This design comes from an exercise in tuning for small area on the open sky130 flow, not from production work. Function was checked by simulation only, so behaviour that the tests miss may differ from the original. No driver is modelled on the clock port, so clocking that relies on it looks cheaper here than on a real chip. Power figures rest on the tool's default switching activity, not on a simulated workload.

==> trial 29: inputs <==
## illum_rx
module illum_rx (
    input  wire        clk,
    input  wire        rst,               
    input  wire        in_valid,
    input  wire [7:0]  in_data,
    input  wire        in_long,           
    input  wire        in_check_framing,  
    output reg         out_valid,
    output reg         out_long,
    output reg  [2:0]  out_err,
    output reg  [7:0]  out_bcc,
    output reg  [6:0]  out_head,
    output reg  [15:0] out_cmd,
    output reg  [31:0] out_param,
    output reg  [2:0]  out_status,
    output reg         out_low_battery,
    output wire        out_d1_absent,
    output reg         out_d1_neg,
    output reg  [13:0] out_d1_mant,
    output wire [3:0]  out_d1_exp,
    output wire        out_d2_absent,
    output reg         out_d2_neg,
    output reg  [13:0] out_d2_mant,
    output wire [3:0]  out_d2_exp,
    output wire        out_d3_absent,
    output reg         out_d3_neg,
    output reg  [13:0] out_d3_mant,
    output wire [3:0]  out_d3_exp
);
    localparam [7:0] STX = 8'h02;
    localparam [7:0] ETX = 8'h03;
    localparam [7:0] CR  = 8'h0D;
    localparam [7:0] LF  = 8'h0A;
    localparam [7:0] SP  = 8'h20;
    localparam [2:0] S_H1 = 3'b000;
    localparam [2:0] S_H2 = 3'b001;
    localparam [2:0] S_F1 = 3'b100;
    localparam [2:0] S_F2 = 3'b101;
    localparam [2:0] S_F3 = 3'b110;
    localparam [2:0] S_T  = 3'b010;
    reg [2:0] seg;
    reg [2:0] ph;
    reg       chk;       
    reg [3:0] e1, e2, e3;
    wire      sp_ok = e3[0];
    wire      sp_nx = is_sp & (p0 | sp_ok);
    assign out_d1_exp = e1;
    assign out_d2_exp = e2;
    assign out_d3_exp = e3;
    assign out_d1_absent = e1[3] & ~e1[2];
    assign out_d2_absent = e2[3] & ~e2[2];
    assign out_d3_absent = e3[3] & ~e3[2];
    wire [7:0] b = in_data;
    wire       is_dig = (b[7:4] == 4'h3) && (b[3:0] <= 4'd9);
    wire       is_sp  = (b == SP);
    wire p0 = ~ph[2] & ~ph[0];
    wire p1 = ~ph[1] &  ph[0];
    wire p2 = ~ph[2] &  ph[1];
    wire p3 =  ph[2] &  ph[0];
    wire p4 =  ph[1] & ~ph[0];
    wire p5 =  ph[2] & ~ph[1];
    wire in_h1 = (seg == S_H1);
    wire in_h2 = (seg == S_H2);
  ...
export LEC_CHECK = 0
export CAP_MARGIN = 20
export CORE_MARGIN = 2
export CORE_UTILIZATION = 40
export SLEW_MARGIN = 20
create_clock -name core_clock -period 10.0 [get_ports {clk}]
standard.sh (not shown) runs the stock make flow with config.mk's settings and CLKGATE_MAP_FILE= SYNTH_SCRIPT=/design/flow/synth_recipe.tcl, a recipe that flattens the netlist after the stock synthesis.
==> flow/flow/run.sh <==
#!/bin/bash
# Layout flow:
#  1. the standard synthesis, unchanged (standard.sh synth).
#  2. Area resynthesis of the combinational logic only: the netlist's
#     combinational cells are read back as logic and remapped by ABC with an
#     area-oriented script; every register (and every adder cell) stays the
#     same instance, with the same name and cell type.
#  3. The standard ORFS layout of that netlist (standard.sh finish), with
#     buf_1 port buffers, a clkbuf_4 clock tree without dummy loads, and
#     flow/downsize.tcl before the placement repairs.
# Logs: synth.log, resynth.log and flow.log here; each ORFS step's own log
# stays in orfs/logs.
set -euo pipefail
cd "$(dirname "$0")/.."
WORK=$PWD
R=$WORK/orfs/results/$FLOW_PLATFORM/illum_rx/base
LIB=$FLOW_HOME/platforms/$FLOW_PLATFORM/lib/sky130_fd_sc_hd__tt_025C_1v80.lib
YOSYS=$FLOW_HOME/../tools/install/yosys/bin/yosys

export BUFFER_PORTS_ARGS="-buffer_cell sky130_fd_sc_hd__buf_1"
export CTS_ARGS="-sink_clustering_enable -repair_clock_nets -dont_use_dummy_load -buf_list sky130_fd_sc_hd__clkbuf_4"
export DOWNSIZE_MAX_FANOUT=6
export PRE_GLOBAL_PLACE_TCL="$WORK/flow/downsize.tcl"
export PRE_RESIZE_TCL="$WORK/flow/downsize.tcl"
export PRE_CTS_TCL="$WORK/flow/small_bufs.tcl"
export PRE_GLOBAL_ROUTE_TCL="$WORK/flow/small_bufs.tcl"

bash standard.sh synth > synth.log 2>&1

mkdir -p resynth
cp "$R/1_2_yosys.v" resynth/standard.v
python3 flow/mkmodels.py "$LIB" resynth/comb_models.v
printf '%s\n' "strash" "&get -n" "&deepsyn -T 30" "&put" "dch -f" "amap" "strash" "dch -f" "amap" "topo" > resynth/area.abc
DU=""
for c in $(cat flow/dont_use.txt); do DU="$DU -dont_use $c"; done
cat > resynth/resynth.ys <<EOY
read_liberty -lib $LIB
read_verilog -overwrite $WORK/resynth/comb_models.v
read_verilog $WORK/resynth/standard.v
hierarchy -top $FLOW_TOP
flatten
rename -hide w:*
delete t:\$scopeinfo
techmap
opt -purge
abc -liberty $LIB $DU -script $WORK/resynth/area.abc
opt_clean -purge
splitnets
opt_clean -purge
hilomap -singleton -hicell sky130_fd_sc_hd__conb_1 HI -locell sky130_fd_sc_hd__conb_1 LO
tee -o $WORK/resynth/stat.txt stat -liberty $LIB
write_verilog -noattr -noexpr -nohex -nodec $WORK/resynth/resynth.v
EOY
# Use the resynthesized netlist only if yosys finished, every cell is a
# library cell, and the registers are exactly the standard synthesis's.
if "$YOSYS" -s resynth/resynth.ys > resynth.log 2>&1 &&
   ! grep -qE '^ *\\?\$' resynth/resynth.v &&
   diff <(grep -oE 'sky130_fd_sc_hd__[a-z0-9_]*df[a-z0-9_]* +[^ ]+' resynth/standard.v | sort) \
        <(grep -oE 'sky130_fd_sc_hd__[a-z0-9_]*df[a-z0-9_]* +[^ ]+' resynth/resynth.v | sort) >> resynth.log
then
  echo "using the resynthesized netlist" >> resynth.log
  cp resynth/resynth.v "$R/1_2_yosys.v"
  rm -f "$R/1_synth.odb" "$R/1_synth.sdc"
else
  echo "resynthesis rejected; keeping the standard netlist" >> resynth.log
fi
bash standard.sh finish > flow.log 2>&1
==> flow/flow/downsize.tcl <==
# Before the placement-stage repair: give combinational cells the smallest
# drive of their family, and keep that repair to small buffers; it then
# sizes up or buffers only where slew, capacitance or fanout need it.
set max_fanout $::env(DOWNSIZE_MAX_FANOUT)
set lib_cells {}
foreach lc [get_lib_cells sky130_fd_sc_hd__*] { lappend lib_cells [get_name $lc] }
set dont_use $::env(DONT_USE_CELLS)
set n 0
foreach inst [[ord::get_db_block] getInsts] {
  set m [[$inst getMaster] getName]
  if {![regexp {^(sky130_fd_sc_hd__[a-z0-9]+)_([0-9]+)$} $m -> fam drive]} continue
  if {[string match "*df*" $fam] || [string match "*clk*" $fam] || [string match "*tap*" $fam] || [string match "*conb*" $fam]} continue
  set fo 0
  foreach it [$inst getITerms] {
    if {[$it isOutputSignal] && [$it getNet] ne "NULL"} { set fo [expr {$fo + [llength [[$it getNet] getITerms]] - 1}] }
  }
  if {$fo > $max_fanout} continue
  set best $m
  set best_area [[$inst getMaster] getWidth]
  foreach d {0 1 2} {
    set c ${fam}_$d
    if {[lsearch -exact $lib_cells $c] < 0 || [lsearch -exact $dont_use $c] >= 0} continue
    set mm [[ord::get_db] findMaster $c]
    if {$mm eq "NULL"} continue
    if {[$mm getWidth] < $best_area} { set best $c; set best_area [$mm getWidth] }
  }
  if {$best ne $m} {
    replace_cell [$inst getName] $best
    incr n
  }
}
puts "downsize: replaced $n cells"
set_dont_use [get_lib_cells {sky130_fd_sc_hd__bufbuf_8 sky130_fd_sc_hd__bufbuf_16 sky130_fd_sc_hd__buf_6 sky130_fd_sc_hd__buf_8 sky130_fd_sc_hd__buf_12 sky130_fd_sc_hd__buf_16}]
==> flow/flow/mkmodels.py <==
# Writes a Verilog model of every combinational cell of a liberty file, from
# its pins' function attributes: python3 mkmodels.py LIB OUT.v
# Sequential cells and the multi-output adder cells get no model, so they stay
# black boxes when the netlist is flattened.
import re,sys
lib=open(sys.argv[1]).read()
# split cells
out=[]
skip=[]
for m in re.finditer(r'\n\s*cell\s*\(\s*"?(sky130_fd_sc_hd__\w+)"?\s*\)\s*\{', lib):
    name=m.group(1)
    start=m.end()
    # find matching brace
    depth=1; i=start
    while depth:
        c=lib[i]
        if c=='{': depth+=1
        elif c=='}': depth-=1
        i+=1
    body=lib[start:i]
    if re.search(r'\b(ff|latch|statetable)\s*\(',body) or 'fa_' in name or name.endswith(('__ha_1','__ha_2','__ha_4')):
        skip.append(name); continue
    pins=[]
    for pm in re.finditer(r'\n\s*pin\s*\(\s*"?(\w+)"?\s*\)\s*\{',body):
        pn=pm.group(1); s=pm.end(); d=1; j=s
        while d:
            c=body[j]
            if c=='{': d+=1
            elif c=='}': d-=1
            j+=1
        pb=body[s:j]
        dr=re.search(r'direction\s*:\s*"?(\w+)"?',pb).group(1)
        fn=re.search(r'\bfunction\s*:\s*"([^"]*)"',pb)
        pins.append((pn,dr,fn.group(1) if fn else None))
    outs=[p for p in pins if p[1]=='output']
    ins=[p for p in pins if p[1]=='input']
    if not outs or any(p[2] is None for p in outs):
        skip.append(name); continue
    def conv(f):
        f=f.replace('!','~').replace('*','&').replace('+','|')
        # liberty implicit AND by space between operands e.g. "A B"
        f=re.sub(r'(?<=[\w)])\s+(?=[\w(~])',' & ',f)
        return f
    ports=", ".join([f"input {p[0]}" for p in ins]+[f"output {p[0]}" for p in outs])
    s=f"module {name}({ports});\n"
    for p in outs: s+=f"  assign {p[0]} = {conv(p[2])};\n"
    s+="endmodule\n"
    out.append(s)
open(sys.argv[2],'w').write("".join(out))
print(len(out),'models; skipped',len(skip))
==> flow/flow/small_bufs.tcl <==
# Keep later repairs to small buffers too.
set_dont_use [get_lib_cells {sky130_fd_sc_hd__bufbuf_8 sky130_fd_sc_hd__bufbuf_16 sky130_fd_sc_hd__buf_6 sky130_fd_sc_hd__buf_8 sky130_fd_sc_hd__buf_12 sky130_fd_sc_hd__buf_16}]
Other scripts of this flow, unchanged in this note and not shown: flow/flow/dont_use.txt
==> build 49 (differences from trial 29) <==
==> flow/flow/run.sh (replaced) <==
#!/bin/bash
# Layout flow:
#  1. the standard synthesis, unchanged (standard.sh synth).
#  2. Area resynthesis of the combinational logic only: the netlist's
#     combinational cells are read back as logic and remapped by ABC with an
#     area-oriented script (eight runs, the smallest result kept); every
#     register stays the same instance, with the same name and cell type.
#  3. The standard ORFS layout of that netlist (standard.sh finish), with
#     buf_1 port buffers, a clkbuf_4 clock tree without dummy loads, and
#     flow/downsize.tcl before the placement repairs and flow/small_bufs.tcl
#     before the later ones.
# Logs: synth.log, resynth_s1..8.log, resynth.log and flow.log here; each ORFS step's own log
# stays in orfs/logs.
set -euo pipefail
cd "$(dirname "$0")/.."
WORK=$PWD
R=$WORK/orfs/results/$FLOW_PLATFORM/illum_rx/base
LIB=$FLOW_HOME/platforms/$FLOW_PLATFORM/lib/sky130_fd_sc_hd__tt_025C_1v80.lib
YOSYS=$FLOW_HOME/../tools/install/yosys/bin/yosys

export BUFFER_PORTS_ARGS="-buffer_cell sky130_fd_sc_hd__buf_1"
export CTS_ARGS="-sink_clustering_enable -repair_clock_nets -dont_use_dummy_load -buf_list sky130_fd_sc_hd__clkbuf_4"
export DOWNSIZE_MAX_FANOUT=6
export PRE_GLOBAL_PLACE_TCL="$WORK/flow/downsize.tcl"
export PRE_RESIZE_TCL="$WORK/flow/downsize.tcl"
export PRE_CTS_TCL="$WORK/flow/small_bufs.tcl"
export PRE_GLOBAL_ROUTE_TCL="$WORK/flow/small_bufs.tcl"

bash standard.sh synth > synth.log 2>&1

mkdir -p resynth
cp "$R/1_2_yosys.v" resynth/standard.v
python3 flow/mkmodels.py "$LIB" resynth/comb_models.v
# the same models plus the full adder, so that ABC may also restructure it
cp resynth/comb_models.v resynth/comb_models_fa.v
echo 'module sky130_fd_sc_hd__fa_1(input A, input B, input CIN, output COUT, output SUM); assign SUM = A ^ B ^ CIN; assign COUT = (A & B) | (A & CIN) | (B & CIN); endmodule' >> resynth/comb_models_fa.v
DU=""
for c in $(cat flow/dont_use.txt); do DU="$DU -dont_use $c"; done
# Eight resynthesis runs, four at a time: four ABC seeds, with the full
# adder cells kept (runs 1-4) or read back as logic too (runs 5-8). The
# smallest one that passes the checks below is used.
for k in 1 2 3 4 5 6 7 8; do
  d=resynth/s$k
  models=$WORK/resynth/comb_models.v
  if [[ $k -gt 4 ]]; then models=$WORK/resynth/comb_models_fa.v; fi
  seed=$(( (k - 1) % 4 + 1 ))
  mkdir -p $d
  printf '%s\n' "strash" "&get -n" "&deepsyn -S $seed -T 30" "&put" "dch -f" "amap" "strash" "dch -f" "amap" "topo" > $d/area.abc
  cat > $d/resynth.ys <<EOY
read_liberty -lib $LIB
read_verilog -overwrite $models
read_verilog $WORK/resynth/standard.v
hierarchy -top $FLOW_TOP
flatten
rename -hide w:*
delete t:\$scopeinfo
techmap
opt -purge
abc -liberty $LIB $DU -script $WORK/$d/area.abc
opt_clean -purge
splitnets
opt_clean -purge
hilomap -singleton -hicell sky130_fd_sc_hd__conb_1 HI -locell sky130_fd_sc_hd__conb_1 LO
tee -o $WORK/$d/stat.txt stat -liberty $LIB
write_verilog -noattr -noexpr -nohex -nodec $WORK/$d/resynth.v
EOY
  ( "$YOSYS" -s $d/resynth.ys > resynth_s$k.log 2>&1 || true ) &
  if [[ $k -eq 4 ]]; then wait; fi
done
wait

# A run counts only if yosys finished, every cell is a library cell, and the
# registers are exactly the standard synthesis's.
regs() { grep -oE 'sky130_fd_sc_hd__[a-z0-9_]*df[a-z0-9_]* +[^ ]+' "$1" | sort; }
best=""; best_area=""
for k in 1 2 3 4 5 6 7 8; do
  d=resynth/s$k
  [[ -s $d/resynth.v && -s $d/stat.txt ]] || continue
  grep -qE '^ *\\?\$' $d/resynth.v && continue
  diff <(regs resynth/standard.v) <(regs $d/resynth.v) > /dev/null || continue
  a=$(grep 'Chip area' $d/stat.txt | awk '{print $NF}')
  echo "seed $k: area $a" >> resynth.log
  if [[ -z "$best" ]] || awk -v a="$a" -v b="$best_area" 'BEGIN { exit !(a < b) }'; then
    best=$d; best_area=$a
  fi
done
if [[ -n "$best" ]]; then
  echo "using $best ($best_area)" >> resynth.log
  cp $best/resynth.v "$R/1_2_yosys.v"
  rm -f "$R/1_synth.odb" "$R/1_synth.sdc"
else
  echo "resynthesis rejected; keeping the standard netlist" >> resynth.log
fi
bash standard.sh finish > flow.log 2>&1
--- a/flow/flow/downsize.tcl
+++ b/flow/flow/downsize.tcl
@@ -30,4 +30,4 @@
   }
 }
 puts "downsize: replaced $n cells"
-set_dont_use [get_lib_cells {sky130_fd_sc_hd__bufbuf_8 sky130_fd_sc_hd__bufbuf_16 sky130_fd_sc_hd__buf_6 sky130_fd_sc_hd__buf_8 sky130_fd_sc_hd__buf_12 sky130_fd_sc_hd__buf_16}]
+source [file join [file dirname [info script]] small_bufs.tcl]
--- a/flow/flow/mkmodels.py
+++ b/flow/flow/mkmodels.py
@@ -1,7 +1,7 @@
 # Writes a Verilog model of every combinational cell of a liberty file, from
 # its pins' function attributes: python3 mkmodels.py LIB OUT.v
-# Sequential cells and the multi-output adder cells get no model, so they stay
-# black boxes when the netlist is flattened.
+# Sequential cells and the full adders get no model, so they stay black boxes
+# when the netlist is flattened.
 import re,sys
 lib=open(sys.argv[1]).read()
 # split cells
@@ -18,7 +18,7 @@
         elif c=='}': depth-=1
         i+=1
     body=lib[start:i]
-    if re.search(r'\b(ff|latch|statetable)\s*\(',body) or 'fa_' in name or name.endswith(('__ha_1','__ha_2','__ha_4')):
+    if re.search(r'\b(ff|latch|statetable)\s*\(',body) or 'fa_' in name:
         skip.append(name); continue
     pins=[]
     for pm in re.finditer(r'\n\s*pin\s*\(\s*"?(\w+)"?\s*\)\s*\{',body):
==> flow/flow/small_bufs.tcl (replaced) <==
# Keep repairs to small cells: no buffers above buf_4, and no logic cell
# of drive 4 or more (a small buffer fixes a slow net for less area).
set big {}
foreach lc [get_lib_cells sky130_fd_sc_hd__*] {
  set n [get_name $lc]
  if {[string match "*clkbuf*" $n] || [string match "*clkinv*" $n] || [string match "*df*" $n]} continue
  if {[regexp {_(\d+)$} $n -> d] && $d >= 4 && ![string match "sky130_fd_sc_hd__buf_4" $n]} { lappend big $lc }
}
set_dont_use $big
CAP_MARGIN = 0   (was 20)
SLEW_MARGIN = 0   (was 20)
==> comparison table <==
metric	build 49	trial 29
Buffers excl. clock	147	146
Worst slew margin relative to its limit	0.2378	0.3397
Pwr dens	208.7 mW/mm2	166.6 mW/mm2
End-of-flow core utilization	0.4834	0.4914
Mean instance size in the synthesized netlist	13.94 um2	15.20 um2
Via density per instance	5.177	4.773
Setup slack of the worst register-to-register path	5.40 ns	3.88 ns
Layout buffering overhead excluding clock cells	0.09524	0.09376
Period utilization	0.4854	0.6121
Run status	no timing/DRC/antenna violations	no timing/DRC/antenna violations
Routed length on met2	5221 um	5023 um
Crit start category	input pin	register
Multi-input combinational gate total	190	170
Largest driver fanout on the critical path	8	11
Cell count after synthesis	354	330
Multi-input combinational area share	0.1737	0.1907
Length of routed wiring on met1	4458 um	4471 um
Worst setup path start	in_data[1]	ph[0]

[afterwards: timing with drivers on the ports]
Ports are ideal in the flow. The routed layouts listed here were re-timed in OpenROAD. Step 1 sets driving cells, clkbuf_16 on the clock port and buf_2 on the other inputs (assumed; they add their load-dependent delay and slew). Step 2 also shifts input and output timing later by t, the mid clock arrival at the registers, as if the neighbouring blocks saw the same clock. a / b / c = ideal ports / drivers / drivers and shift; a / b = the first two.
| run | t, ns | slack for setup (ns) | worst setup path at the end | pins driven straight from the clock port |
|---|---|---|---|---|
| trial 29 | 0.541 | 3.879 / 3.879 / 3.390 | input to register | 1 |
| build 49 | 0.543 | 5.146 / 5.134 / 4.591 | input to register | 1 |
After both steps every run listed still meets setup and hold. For build 49, which loses most, drivers alone change the setup slack by -0.012 ns; drivers and shift together by -0.555 ns.
